Context: an optimization exercise on an open-source flow, tuned for small area, a short achievable clock period and few clock cycles. The choices shown serve that exercise and are no tape-out recipe.
In this exercise RTL edits were held to simulation tests only and were not proved equivalent to the original.
Power and IR drop assume default switching activity.

[design/flow/design.v]
module crc4pc (
    input  wire        clk,
    input  wire        rst,
    input  wire        req_valid,
    input  wire        req_write,
    input  wire        req_mem,
    input  wire [7:0]  req_addr,
    input  wire [31:0] req_wdata,
    output wire        req_ready,
    output reg         rsp_valid,
    output reg  [31:0] rsp_rdata
);
    localparam [32:0] MEM_SIZE = 33'd256;
    localparam [4:0] R_CMD          = 5'd0,
                     R_STATUS       = 5'd1,
                     R_CRC_START    = 5'd2,
                     R_CRC_BITS     = 5'd3,
                     R_CRC_VALUE_LO = 5'd4,
                     R_CRC_VALUE_HI = 5'd5,
                     R_CRC_RESULT   = 5'd6,
                     R_SRC_ADDR     = 5'd7,
                     R_SRC_LEN      = 5'd8,
                     R_NAME_ADDR    = 5'd9,
                     R_NAME_LEN     = 5'd10,
                     R_MSG_ADDR     = 5'd11,
                     R_MSG_LEN      = 5'd12,
                     R_DST_ADDR     = 5'd13,
                     R_HDR          = 5'd14,
                     R_HDR_FIELDS   = 5'd15,
                     R_RES_SIZE     = 5'd16,
                     R_RES_NAME     = 5'd17,
                     R_RES_MSG_ADDR = 5'd18,
                     R_RES_MSG_LEN  = 5'd19,
                     R_MEMSIZE      = 5'd20;
    localparam [3:0] OP_NOP       = 4'h0,
                     OP_CRC_VAL   = 4'h1,
                     OP_CRC_RANGE = 4'h2,
                     OP_HDR_NEW   = 4'h3,
                     OP_HDR_SETCRC= 4'h4,
                     OP_HDR_CKSUM = 4'h5,
                     OP_HDR_LOAD  = 4'h6,
                     OP_HDR_STORE = 4'h7,
                     OP_PKT_ASM   = 4'h8,
                     OP_PKT_DIS   = 4'h9;
    localparam [3:0] E_OK        = 4'd0,
                     E_EMPTY     = 4'd1,
                     E_NAME_LONG = 4'd2,
                     E_TRUNC_HDR = 4'd3,
                     E_FLAG      = 4'd4,
                     E_LENGTH    = 4'd5,
                     E_TRUNC_PKT = 4'd6,
                     E_CHECKSUM  = 4'd7,
                     E_BITS      = 4'd10,
                     E_ADDR      = 4'd11,
                     E_ILLEGAL   = 4'd12;
    localparam [3:0] S_IDLE    = 4'd0,
                     S_EXEC    = 4'd1,
                     S_CRCV    = 4'd2,
                     S_RANGE   = 4'd3,
                     S_HL0     = 4'd4,
                     S_HL1     = 4'd5,
                     S_HS1     = 4'd6,
                     S_ASM_RD  = 4'd7,
                     S_ASM_H0  = 4'd8,
                     S_ASM_H1  = 4'd9,
                     S_ASM_WR  = 4'd10,
                     S_DIS_H0  = 4'd11,
                     S_DIS_H1  = 4'd12,
                     S_DIS_CHK = 4'd13,
                     S_DIS_RD  = 4'd14,
                     S_DIS_END = 4'd15;
    function [3:0] crc_tab;
        input [3:0] i;
        case (i)
            4'h0: crc_tab = 4'h0; 4'h1: crc_tab = 4'h7;
            4'h2: crc_tab = 4'hE; 4'h3: crc_tab = 4'h9;
            4'h4: crc_tab = 4'hB; 4'h5: crc_tab = 4'hC;
            4'h6: crc_tab = 4'h5; 4'h7: crc_tab = 4'h2;
            4'h8: crc_tab = 4'h1; 4'h9: crc_tab = 4'h6;
            4'hA: crc_tab = 4'hF; 4'hB: crc_tab = 4'h8;
            4'hC: crc_tab = 4'hA; 4'hD: crc_tab = 4'hD;
            4'hE: crc_tab = 4'h4; default: crc_tab = 4'h3;
        endcase
    endfunction
    function [3:0] crc_byte;
        input [3:0] c;
        input [7:0] b;
        crc_byte = crc_tab(crc_tab(c ^ b[7:4]) ^ b[3:0]);
    endfunction
    function in_range;
        input [31:0] a;
        input [31:0] n;
        in_range = (n == 32'd0) || (({1'b0, a} + {1'b0, n}) <= MEM_SIZE);
    endfunction
    reg [7:0]  mem [0:255];
    reg [3:0]  status_err;
    reg        status_done;
    reg [3:0]  crc_start;
    reg [6:0]  crc_bits;
    reg [31:0] crc_value_lo;
    reg [31:0] crc_value_hi;
    reg [3:0]  crc_result;
    reg [31:0] src_addr;
    reg [31:0] src_len;
    reg [31:0] name_addr;
    reg [31:0] name_len;
    reg [31:0] msg_addr;
    reg [31:0] msg_len;
    reg [31:0] dst_addr;
    reg [15:0] hdr;
    reg [31:0] res_size;
    reg [31:0] res_name_addr;
    reg [31:0] res_msg_addr;
    reg [31:0] res_msg_len;
    reg [3:0]  state;
    reg [3:0]  opc;
    reg [7:0]  ptr;         
    reg [8:0]  cnt;         
    reg [5:0]  idx;         
    reg        in_msg;      
    reg [3:0]  crc_acc;
    reg [63:0] shreg;       
    reg [15:0] hw;          
    reg [7:0]  stage [0:45];
    assign req_ready = (state == S_IDLE);
    wire host_acc = req_valid && req_ready;
    wire [2:0] hdr_flag     = hdr[2:0];
    wire [3:0] hdr_name_len = hdr[6:3];
    wire [4:0] hdr_msg_len  = {hdr[11:8], hdr[7]};
    wire [3:0] hdr_crc4     = hdr[15:12];
    wire [31:0] hdr_fields  = {4'd0, hdr_crc4, 3'd0, hdr_msg_len, 4'd0, hdr_name_len, 5'd0, hdr_flag};
    wire [63:0] crc_value  = {crc_value_hi, crc_value_lo};
    wire [63:0] crc_mask   = (crc_bits >= 7'd64) ? {64{1'b1}} : ((64'd1 << crc_bits) - 64'd1);
    wire [63:0] crc_masked = crc_value & crc_mask;
    wire [6:0]  crc_nibs7  = ({1'b0, crc_bits[5:0]} + 7'd3) >> 2;    
    wire [4:0]  crc_nibs   = crc_nibs7[4:0];
    wire [4:0]  crc_nibs_v = (crc_bits == 7'd64) ? 5'd16 : crc_nibs;
    wire [4:0]  asm_k      = (msg_len > 32'd31) ? 5'd31 : msg_len[4:0];
    wire [5:0]  asm_size   = 6'd2 + {2'd0, name_len[3:0]} + {1'b0, asm_k};
    wire [15:0] asm_h0     = {4'd0, asm_k[4:1], asm_k[0], name_len[3:0], 3'b101};
    wire [3:0]  dis_n      = hw[6:3];
    wire [4:0]  dis_m      = {hw[11:8], hw[7]};
    wire [5:0]  dis_size   = 6'd2 + {2'd0, dis_n} + {1'b0, dis_m};
    wire [7:0]  mem_ra     = (state == S_IDLE) ? req_addr : ptr;
    wire [7:0]  mem_rd     = mem[mem_ra];
    reg        mem_we;
    reg [7:0]  mem_wa;
    reg [7:0]  mem_wd;
    always @(*) begin
        mem_we = 1'b0;
        mem_wa = ptr;
        mem_wd = 8'd0;
        case (state)
            S_IDLE: begin
                mem_we = host_acc && req_write && req_mem;
                mem_wa = req_addr;
                mem_wd = req_wdata[7:0];
            end
            S_EXEC: begin
                mem_we = (opc == OP_HDR_STORE) && in_range(dst_addr, 32'd2);
                mem_wa = dst_addr[7:0];
                mem_wd = hdr[7:0];
            end
            S_HS1: begin
                mem_we = 1'b1;
                mem_wd = hdr[15:8];
            end
            S_ASM_H0: begin
                mem_we = 1'b1;
                mem_wd = hw[7:0];
            end
            S_ASM_H1: begin
                mem_we = 1'b1;
                mem_wd = {crc_acc, hw[11:8]};
            end
            S_ASM_WR: begin
                mem_we = 1'b1;
                mem_wd = stage[idx];
            end
            default: ;
        endcase
    end
    always @(posedge clk) begin
        if (mem_we)
            mem[mem_wa] <= mem_wd;
    end
    always @(posedge clk) begin
        if (state == S_ASM_RD)
            stage[idx] <= mem_rd;
    end
    reg [31:0] reg_rd;
    always @(*) begin
        case (req_addr[6:2])
            R_STATUS:       reg_rd = {27'd0, status_done, status_err};
            R_CRC_START:    reg_rd = {28'd0, crc_start};
            R_CRC_BITS:     reg_rd = {25'd0, crc_bits};
            R_CRC_VALUE_LO: reg_rd = crc_value_lo;
            R_CRC_VALUE_HI: reg_rd = crc_value_hi;
            R_CRC_RESULT:   reg_rd = {28'd0, crc_result};
            R_SRC_ADDR:     reg_rd = src_addr;
            R_SRC_LEN:      reg_rd = src_len;
            R_NAME_ADDR:    reg_rd = name_addr;
            R_NAME_LEN:     reg_rd = name_len;
            R_MSG_ADDR:     reg_rd = msg_addr;
            R_MSG_LEN:      reg_rd = msg_len;
            R_DST_ADDR:     reg_rd = dst_addr;
            R_HDR:          reg_rd = {16'd0, hdr};
            R_HDR_FIELDS:   reg_rd = hdr_fields;
            R_RES_SIZE:     reg_rd = res_size;
            R_RES_NAME:     reg_rd = res_name_addr;
            R_RES_MSG_ADDR: reg_rd = res_msg_addr;
            R_RES_MSG_LEN:  reg_rd = res_msg_len;
            R_MEMSIZE:      reg_rd = MEM_SIZE[31:0];
            default:        reg_rd = 32'd0;
        endcase
    end
    always @(posedge clk) begin
        if (rst) begin
            rsp_valid <= 1'b0;
            rsp_rdata <= 32'd0;
        end else begin
            rsp_valid <= host_acc && !req_write;
            if (host_acc && !req_write)
                rsp_rdata <= req_mem ? {24'd0, mem_rd} : reg_rd;
        end
    end
    always @(posedge clk) begin
        if (rst) begin
            state         <= S_IDLE;
            opc           <= OP_NOP;
            status_err    <= E_OK;
            status_done   <= 1'b0;
            crc_start     <= 4'd0;
            crc_bits      <= 7'd0;
            crc_value_lo  <= 32'd0;
            crc_value_hi  <= 32'd0;
            crc_result    <= 4'd0;
            src_addr      <= 32'd0;
            src_len       <= 32'd0;
            name_addr     <= 32'd0;
            name_len      <= 32'd0;
            msg_addr      <= 32'd0;
            msg_len       <= 32'd0;
            dst_addr      <= 32'd0;
            hdr           <= 16'd0;
            res_size      <= 32'd0;
            res_name_addr <= 32'd0;
            res_msg_addr  <= 32'd0;
            res_msg_len   <= 32'd0;
            ptr           <= 8'd0;
            cnt           <= 9'd0;
            idx           <= 6'd0;
            in_msg        <= 1'b0;
            crc_acc       <= 4'd0;
            shreg         <= 64'd0;
            hw            <= 16'd0;
        end else begin
            case (state)
                S_IDLE: begin
                    if (host_acc && req_write && !req_mem) begin
                        case (req_addr[6:2])
                            R_CMD: begin
                                opc   <= req_wdata[3:0];
                                state <= S_EXEC;
                            end
                            R_CRC_START:    crc_start    <= req_wdata[3:0];
                            R_CRC_BITS:     crc_bits     <= req_wdata[6:0];
                            R_CRC_VALUE_LO: crc_value_lo <= req_wdata;
                            R_CRC_VALUE_HI: crc_value_hi <= req_wdata;
                            R_SRC_ADDR:     src_addr     <= req_wdata;
                            R_SRC_LEN:      src_len      <= req_wdata;
                            R_NAME_ADDR:    name_addr    <= req_wdata;
                            R_NAME_LEN:     name_len     <= req_wdata;
                            R_MSG_ADDR:     msg_addr     <= req_wdata;
                            R_MSG_LEN:      msg_len      <= req_wdata;
                            R_DST_ADDR:     dst_addr     <= req_wdata;
                            R_HDR:          hdr          <= req_wdata[15:0];
                            default: ;
                        endcase
                    end
                end
                S_EXEC: begin
                    state       <= S_IDLE;
                    status_done <= 1'b1;
                    status_err  <= E_OK;
                    case (opc)
                        OP_NOP: ;
                        OP_CRC_VAL: begin
                            if (crc_bits > 7'd64) begin
                                status_err <= E_BITS;
                            end else if (crc_nibs_v == 5'd0) begin
                                crc_result <= crc_start;
                            end else begin
                                crc_acc     <= crc_start;
                                shreg       <= crc_masked << (7'd64 - {crc_nibs_v, 2'b00});
                                cnt         <= {4'd0, crc_nibs_v};
                                state       <= S_CRCV;
                                status_done <= status_done;
                                status_err  <= status_err;
                            end
                        end
                        OP_CRC_RANGE: begin
                            if (!in_range(src_addr, src_len)) begin
                                status_err <= E_ADDR;
                            end else if (src_len == 32'd0) begin
                                crc_result <= crc_start;
                            end else begin
                                crc_acc     <= crc_start;
                                ptr         <= src_addr[7:0];
                                cnt         <= src_len[8:0];
                                state       <= S_RANGE;
                                status_done <= status_done;
                                status_err  <= status_err;
                            end
                        end
                        OP_HDR_NEW: begin
                            if (name_len == 32'd0 || name_len > 32'd15 ||
                                msg_len == 32'd0 || msg_len > 32'd31)
                                status_err <= E_LENGTH;
                            else
                                hdr <= {4'd0, msg_len[4:1], msg_len[0], name_len[3:0], 3'b101};
                        end
                        OP_HDR_SETCRC: hdr <= {crc_result, hdr[11:0]};
                        OP_HDR_CKSUM: crc_result <= crc_byte(crc_byte(4'd0, hdr[7:0]), {4'd0, hdr[11:8]});
                        OP_HDR_LOAD: begin
                            if (!in_range(src_addr, src_len)) begin
                                status_err <= E_ADDR;
                            end else if (src_len < 32'd2) begin
                                status_err <= E_TRUNC_HDR;
                            end else begin
                                ptr         <= src_addr[7:0];
                                state       <= S_HL0;
                                status_done <= status_done;
                                status_err  <= status_err;
                            end
                        end
                        OP_HDR_STORE: begin
                            if (!in_range(dst_addr, 32'd2)) begin
                                status_err <= E_ADDR;
                            end else begin
                                ptr         <= dst_addr[7:0] + 8'd1;
                                state       <= S_HS1;
                                status_done <= status_done;
                                status_err  <= status_err;
                            end
                        end
                        OP_PKT_ASM: begin
                            if (name_len == 32'd0) begin
                                status_err <= E_EMPTY;
                            end else if (name_len > 32'd15) begin
                                status_err <= E_NAME_LONG;
                            end else if (msg_len == 32'd0) begin
                                status_err <= E_EMPTY;
                            end else if (!in_range(name_addr, name_len) ||
                                         !in_range(msg_addr, {27'd0, asm_k}) ||
                                         !in_range(dst_addr, {26'd0, asm_size})) begin
                                status_err <= E_ADDR;
                            end else begin
                                hw          <= asm_h0;
                                crc_acc     <= crc_byte(crc_byte(4'd0, asm_h0[7:0]), asm_h0[15:8]);
                                ptr         <= name_addr[7:0];
                                cnt         <= {5'd0, name_len[3:0]};
                                idx         <= 6'd0;
                                in_msg      <= 1'b0;
                                state       <= S_ASM_RD;
                                status_done <= status_done;
                                status_err  <= status_err;
                            end
                        end
                        OP_PKT_DIS: begin
                            if (!in_range(src_addr, src_len)) begin
                                status_err <= E_ADDR;
                            end else if (src_len < 32'd2) begin
                                status_err <= E_TRUNC_HDR;
                            end else begin
                                ptr         <= src_addr[7:0];
                                state       <= S_DIS_H0;
                                status_done <= status_done;
                                status_err  <= status_err;
                            end
                        end
                        default: status_err <= E_ILLEGAL;
                    endcase
                end
                S_CRCV: begin
                    crc_acc <= crc_tab(crc_acc ^ shreg[63:60]);
                    shreg   <= shreg << 4;
                    cnt     <= cnt - 9'd1;
                    if (cnt == 9'd1) begin
                        crc_result  <= crc_tab(crc_acc ^ shreg[63:60]);
                        status_err  <= E_OK;
                        status_done <= 1'b1;
                        state       <= S_IDLE;
                    end
                end
                S_RANGE: begin
                    crc_acc <= crc_byte(crc_acc, mem_rd);
                    ptr     <= ptr + 8'd1;
                    cnt     <= cnt - 9'd1;
                    if (cnt == 9'd1) begin
                        crc_result  <= crc_byte(crc_acc, mem_rd);
                        status_err  <= E_OK;
                        status_done <= 1'b1;
                        state       <= S_IDLE;
                    end
                end
                S_HL0: begin
                    hw[7:0] <= mem_rd;
                    ptr     <= ptr + 8'd1;
                    state   <= S_HL1;
                end
                S_HL1: begin
                    hdr         <= {mem_rd, hw[7:0]};
                    status_err  <= E_OK;
                    status_done <= 1'b1;
                    state       <= S_IDLE;
                end
                S_HS1: begin
                    status_err  <= E_OK;
                    status_done <= 1'b1;
                    state       <= S_IDLE;
                end
                S_ASM_RD: begin
                    crc_acc <= crc_byte(crc_acc, mem_rd);
                    ptr     <= ptr + 8'd1;
                    idx     <= idx + 6'd1;
                    cnt     <= cnt - 9'd1;
                    if (cnt == 9'd1) begin
                        if (!in_msg) begin
                            in_msg <= 1'b1;
                            ptr    <= msg_addr[7:0];
                            cnt    <= {4'd0, asm_k};
                        end else begin
                            ptr    <= dst_addr[7:0];
                            state  <= S_ASM_H0;
                        end
                    end
                end
                S_ASM_H0: begin
                    ptr   <= ptr + 8'd1;
                    state <= S_ASM_H1;
                end
                S_ASM_H1: begin
                    ptr   <= ptr + 8'd1;
                    idx   <= 6'd0;
                    cnt   <= {3'd0, asm_size} - 9'd2;
                    state <= S_ASM_WR;
                end
                S_ASM_WR: begin
                    ptr <= ptr + 8'd1;
                    idx <= idx + 6'd1;
                    cnt <= cnt - 9'd1;
                    if (cnt == 9'd1) begin
                        hdr           <= {crc_acc, hw[11:0]};
                        crc_result    <= crc_acc;
                        res_size      <= {26'd0, asm_size};
                        res_name_addr <= dst_addr + 32'd2;
                        res_msg_addr  <= dst_addr + 32'd2 + name_len;
                        res_msg_len   <= {27'd0, asm_k};
                        status_err    <= E_OK;
                        status_done   <= 1'b1;
                        state         <= S_IDLE;
                    end
                end
                S_DIS_H0: begin
                    hw[7:0] <= mem_rd;
                    ptr     <= ptr + 8'd1;
                    state   <= S_DIS_H1;
                end
                S_DIS_H1: begin
                    hw[15:8] <= mem_rd;
                    ptr      <= ptr + 8'd1;
                    state    <= S_DIS_CHK;
                end
                S_DIS_CHK: begin
                    if (hw[2:0] != 3'b101) begin
                        status_err  <= E_FLAG;
                        status_done <= 1'b1;
                        state       <= S_IDLE;
                    end else if (dis_n == 4'd0 || dis_m == 5'd0) begin
                        status_err  <= E_LENGTH;
                        status_done <= 1'b1;
                        state       <= S_IDLE;
                    end else if (src_len < {26'd0, dis_size}) begin
                        status_err  <= E_TRUNC_PKT;
                        status_done <= 1'b1;
                        state       <= S_IDLE;
                    end else begin
                        crc_acc <= crc_byte(crc_byte(4'd0, hw[7:0]), {4'd0, hw[11:8]});
                        cnt     <= {3'd0, dis_size} - 9'd2;
                        state   <= S_DIS_RD;
                    end
                end
                S_DIS_RD: begin
                    crc_acc <= crc_byte(crc_acc, mem_rd);
                    ptr     <= ptr + 8'd1;
                    cnt     <= cnt - 9'd1;
                    if (cnt == 9'd1)
                        state <= S_DIS_END;
                end
                S_DIS_END: begin
                    status_done <= 1'b1;
                    state       <= S_IDLE;
                    if (crc_acc != hw[15:12]) begin
                        status_err <= E_CHECKSUM;
                    end else begin
                        status_err    <= E_OK;
                        hdr           <= hw;
                        crc_result    <= crc_acc;
                        res_size      <= {26'd0, dis_size};
                        res_name_addr <= src_addr + 32'd2;
                        res_msg_addr  <= src_addr + 32'd2 + {28'd0, dis_n};
                        res_msg_len   <= {27'd0, dis_m};
                    end
                end
                default: state <= S_IDLE;
            endcase
        end
    end
endmodule
[design/flow/config.mk]
export PLATFORM = sky130hd
export DESIGN_NAME = crc4pc
export DESIGN_NICKNAME = crc4pc
export VERILOG_FILES = /design/flow/design.v
export SDC_FILE = /design/flow/constraint.sdc
export NUM_CORES = 4
export LEC_CHECK = 0
export CAP_MARGIN = 20
export CORE_MARGIN = 2
export CORE_UTILIZATION = 30
export PLACE_DENSITY = 0.45
export SLEW_MARGIN = 20
[design/flow/constraint.sdc]
create_clock -name core_clock -period 9.0 [get_ports {clk}]
set_input_delay 1.8000 -clock core_clock [delete_from_list [all_inputs] [get_ports {clk}]]
set_output_delay 1.8000 -clock core_clock [all_outputs]
set_load 0.01 [all_outputs]
[design/flow/run.sh]
#!/bin/bash
# synth_recipe.tcl (not shown) runs the flow's synth.tcl, then flattens the netlist and writes it again
# the make line also repeats each setting of config.mk as NAME=value (left out here)
make -C /OpenROAD-flow-scripts/flow DESIGN_CONFIG=/design/flow/config.mk WORK_HOME=/design/flow/orfs CLKGATE_MAP_FILE= SYNTH_SCRIPT=/design/flow/synth_recipe.tcl finish
==> run notes <==
-- cells in the mapped netlist, drive strengths merged (41+ instances only) --
master and n:
edfxtp 2416, nand2 2124, nor2 916, a21oi 842, dfxtp 562, clkbuf 545
nand3 438, mux2i 371, o21ai 347, buf 291, mux4 205, a211oi 169
xnor2 169, a22oi 168, nor3 155, ha 148, a31oi 147, inv 120
nor4 115, nand4 113, xor2 109, a221oi 92, o22ai 87, and3 83
a21o 78, a311oi 73, o211ai 72, a32oi 62, a22o 51, nand2b 45
and2 42, a2111oi 41
-- state kept, by name (all words and copies together) (netlist names), 5 cells and up, named ones only --
| name | flops |
|---|---|
| cnt | 9 |
| crc_bits | 7 |
| crc_value_hi | 32 |
| crc_value_lo | 32 |
| dst_addr | 32 |
| hdr | 16 |
| hw | 16 |
| idx | 6 |
| mem | 2048 |
| msg_addr | 32 |
| msg_len | 32 |
| name_addr | 32 |
| name_len | 32 |
| ptr | 8 |
| res_msg_addr | 32 |
| res_msg_len | 5 |
| res_name_addr | 32 |
| res_size | 6 |
| rsp_rdata | 32 |
| shreg | 64 |
| src_addr | 32 |
| src_len | 32 |
| stage | 368 |
-- worst register-to-register path, delay by kind of cell (launching register included) --
kind	cells	cell delay (ns)
flip-flops	1	0.33
AO/OA/AOI/OAI	9	2.22
AND/OR/NAND/NOR	8	3.61
buffers and inverters	5	0.79
adder cells (fa/ha/maj)	4	1.20
-- layout make-up --
class | instances | area (sq um)
antenna | 23 | 57.6
clock buffer | 423 | 9100
clock inverter | 193 | 1610
fill | 44800 | 297000
inverter | 121 | 459
multi-input combinational | 7841 | 49200
sequential | 2978 | 83800
tap | 5976 | 7480
timing repair buffer | 495 | 4400
-- logic make-up (layout without fill, tap and decap cells) --
| logic type | count (synthesis) | in the layout | share of synthesized area, % |
|---|---|---|---|
| compound gates | 2596 | 2596 | 12.6 |
| xor+xnor | 278 | 278 | 1.79 |
| fa+ha+maj | 156 | 156 | 1.47 |
| buf+inv | 957 | 1232 | 3.14 |
| flops | 2978 | 2978 | 61.3 |
| mux | 604 | 604 | 6.34 |
| other cells | 0 | 23 | 0 |
| simple gates | 4207 | 4207 | 13.3 |
-- cell usage in the layout (no fill, tap or decap), types with 167 or more instances in the layout --
master     instances
a211oi_1         169
nor2_1           863
a22oi_1          167
a21oi_1          838
clkbuf_16        348
buf_4            374
nand2_1         2113
dfxtp_1          556
mux2i_1          361
mux4_2           205
o21ai_0          327
edfxtp_1        2416
nand3_1          437
-- through the flow --
stage	worst slack, ns	cells	cell area [sq um]	setup TNS, ns
after floorplan	-0.664	11800	137000	-1002.52
after global routing	0.675	18000	156000	0
final	0.729	18100	156000	0
after CTS	1.12	18000	156000	0
after detailed placement	1.10	17400	145000	0
after global placement	1.13	17400	145000	0
-- power by group --
| group | leakage [nW] | switching, mW | internal, mW | total (mW) |
|---|---|---|---|---|
| clock | 5.23 | 5.99 | 7.66 | 13.7 |
| combinational | 19.7 | 11.4 | 3.44 | 14.8 |
| sequential | 26.4 | 0.241 | 17.1 | 17.3 |
| total | 51.4 | 17.6 | 28.2 | 45.7 |
-- worst max-delay path by stage --
stage | cells after the start | end | slack (ns)
CTS | 26 | ptr[3]$_SDFFE_PP0P_ | 1.12
detailed placement | 13 | crc_result[0]$_SDFFE_PP0P_ | 1.10
global route | 26 | ptr[3]$_SDFFE_PP0P_ | 0.67
finish | 26 | cnt[6]$_SDFFE_PP0P_ | 0.73
global placement | 13 | crc_acc[0]$_SDFFE_PP0P_ | 1.13
floorplan | 9 | mem[0][5]$_DFFE_PP_ | -0.66
-- metal layers --
| layer | share of wire, % | vias up |
|---|---|---|
| li1 | - | 44300 |
| met2 | 46 | 5482 |
| met5 | 0 | - |
| met4 | 7.2 | 0 |
| met1 | 39 | 53300 |
| met3 | 7.5 | 1348 |
==> results_dict.tcl <==
set metrics [dict create \
    status "no timing/DRC/antenna violations" \
    fp.dieArea_sq_um 461000 \
    syn_avg_cell_area_sq_um 11.6 \
    drv_cap 0 \
    cts_hold_buffers 0 \
    synthFlopType "edfxtp_1" \
    power_density_nw_per_um2 293 \
    whs_ns 0.451 \
    grt_pass1_vias 99600 \
    max-clock-path-buffers 4 \
    worstPathArrival_ns 9.11 \
    h-tree-depth 5 \
    grt_pass1_wl_mm 826 \
    clock_sinks 2978 \
    fmax_mhz 121 \
    yosysTopAreaCellShare_pct 53.1 \
    met2_usage_pct 40.6 \
    p_total_mw 45.7 \
    vias_per_cell 5.79 \
    reg2reg_from "msg_len[31]$_SDFFE_PP0P_" \
    critical_path.top_delay_family "simple AND/OR/NAND/NOR gates" \
    route.vias.total 104000 \
    rrSetupSlack_ns 0.73 \
    cp-start-kind "flop" \
    synth.yosys.seq_area_share_pct 61.3 \
    area_growth_pct 14.3 \
    use_met3_pct 4.22 \
    synth_edf_count 2416 \
    antenna_left 0 \
    nets 12000 \
    irDropWorstVdd_mv 0.311 \
    worst-path-buf-inv 5 \
    grt_max_degree 190 \
    reg2reg_depth 26 \
    grtUsageMet1_pct 31.8 \
    yosys_register_bits 2978 \
    die_x_um 679 \
    post-route-min-period_ns 8.27 \
    end_kind "flop" \
    detail_route.wl_per_cell_um 33.4 \
    grt-ovfl-total 0 \
    drt_pass1_iterations 8 \
    min_path_cells 2 \
    clkLatencyLatePin_ns 1.01 \
    root_buffer "clkbuf_16" \
    finalSetupViolCount 0 \
    slowest_delay_ns 1.00 \
    slew_headroom_pct 17.8 \
    hp-start "shreg[0]$_SDFFE_PP0P_" \
    antenna_found_initial 28 \
    slew_violations 0 \
    die_h_um 679 \
    fin_skew_ns 0.0902 \
    gp_congestion 0.967 \
    syn_area_sq_um 137000 \
    utilization_pct 34.5 \
    ys_types 107 \
    crit_path_top_delay_cell "nor4_1" \
    r2r_end "cnt[6]$_SDFFE_PP0P_" \
    io_pins 79 \
    drt_wl_total_mm 603 \
    clk_pin_slew_worst_paths_ns 0.07 \
    grt.busiest_layer "met2" \
    ys_top_cells_by_area "edfxtp_1 (53%), dfxtp_1 (8.2%), nand2_1 (5.8%)" \
    leakagePower_nw 51.4 \
    synth_nets 12000 \
    post-cts-setup-buffer-count 0 \
    hpwlAfterDp_mm 407 \
    drcViolationCount 0 \
    core_sq_um 453000 \
    cts_resized 0 \
    synth_top_cell_by_area "edfxtp_1" \
    hold_end "shreg[0]$_SDFFE_PP0P_" \
    cts_buffers 342 \
    initial_core_util_pct 30.2 \
    hold_class "reg2reg" \
    startpoint "msg_len[31]$_SDFFE_PP0P_" \
    drive_gt1_share_pct 11.0 \
    port_buffers 78 \
    period_share_pct 91.9 \
    critical_path_class "reg2reg" \
    hold_viol_final 0 \
    async_reset_ff_share_pct 0 \
    rows 247 \
    drt_iter0_markers 13000 \
    yosysWarningCount 1 \
    worst_pin_slew_ns 1.22 \
    rsz0062_at_grt "no" \
    worst-path-max-fanout 13 \
    critPathRequiredTime_ns 9.83 \
    cts_tree "yes" \
    grtUsageTotal_pct 25.2 \
    synth_cells 11800 \
]
Testbench counts, summed over its fixed seeds: cycles 27,814.

what the ideal ports hide:
In the flow no input, the clock included, has a driving cell. The finished layout below was timed again as built, in two steps.
Step 1 assumes that a clkbuf_16 drives the clock port and a buf_2 every other input.
Step 2 moves the port delays by t, midway between the first and last clock arrival at a register: inputs arrive t later, outputs are due t later. That takes back most of the time a late clock gives input paths.
Three values: ideal, step 1, step 2; two values: the first two.
t (ns): 1.085
setup slack, ns: 0.729 / 0.729 / 0.729
hold WS [ns]: 0.451 / 0.451 / 0.451
worst setup path after step 2: register to register
cell pins on the clock port's net: 1
After both steps this run still meets setup and hold. For this run, drivers alone change the setup slack by 0.000 ns; drivers and shift together by 0.000 ns.
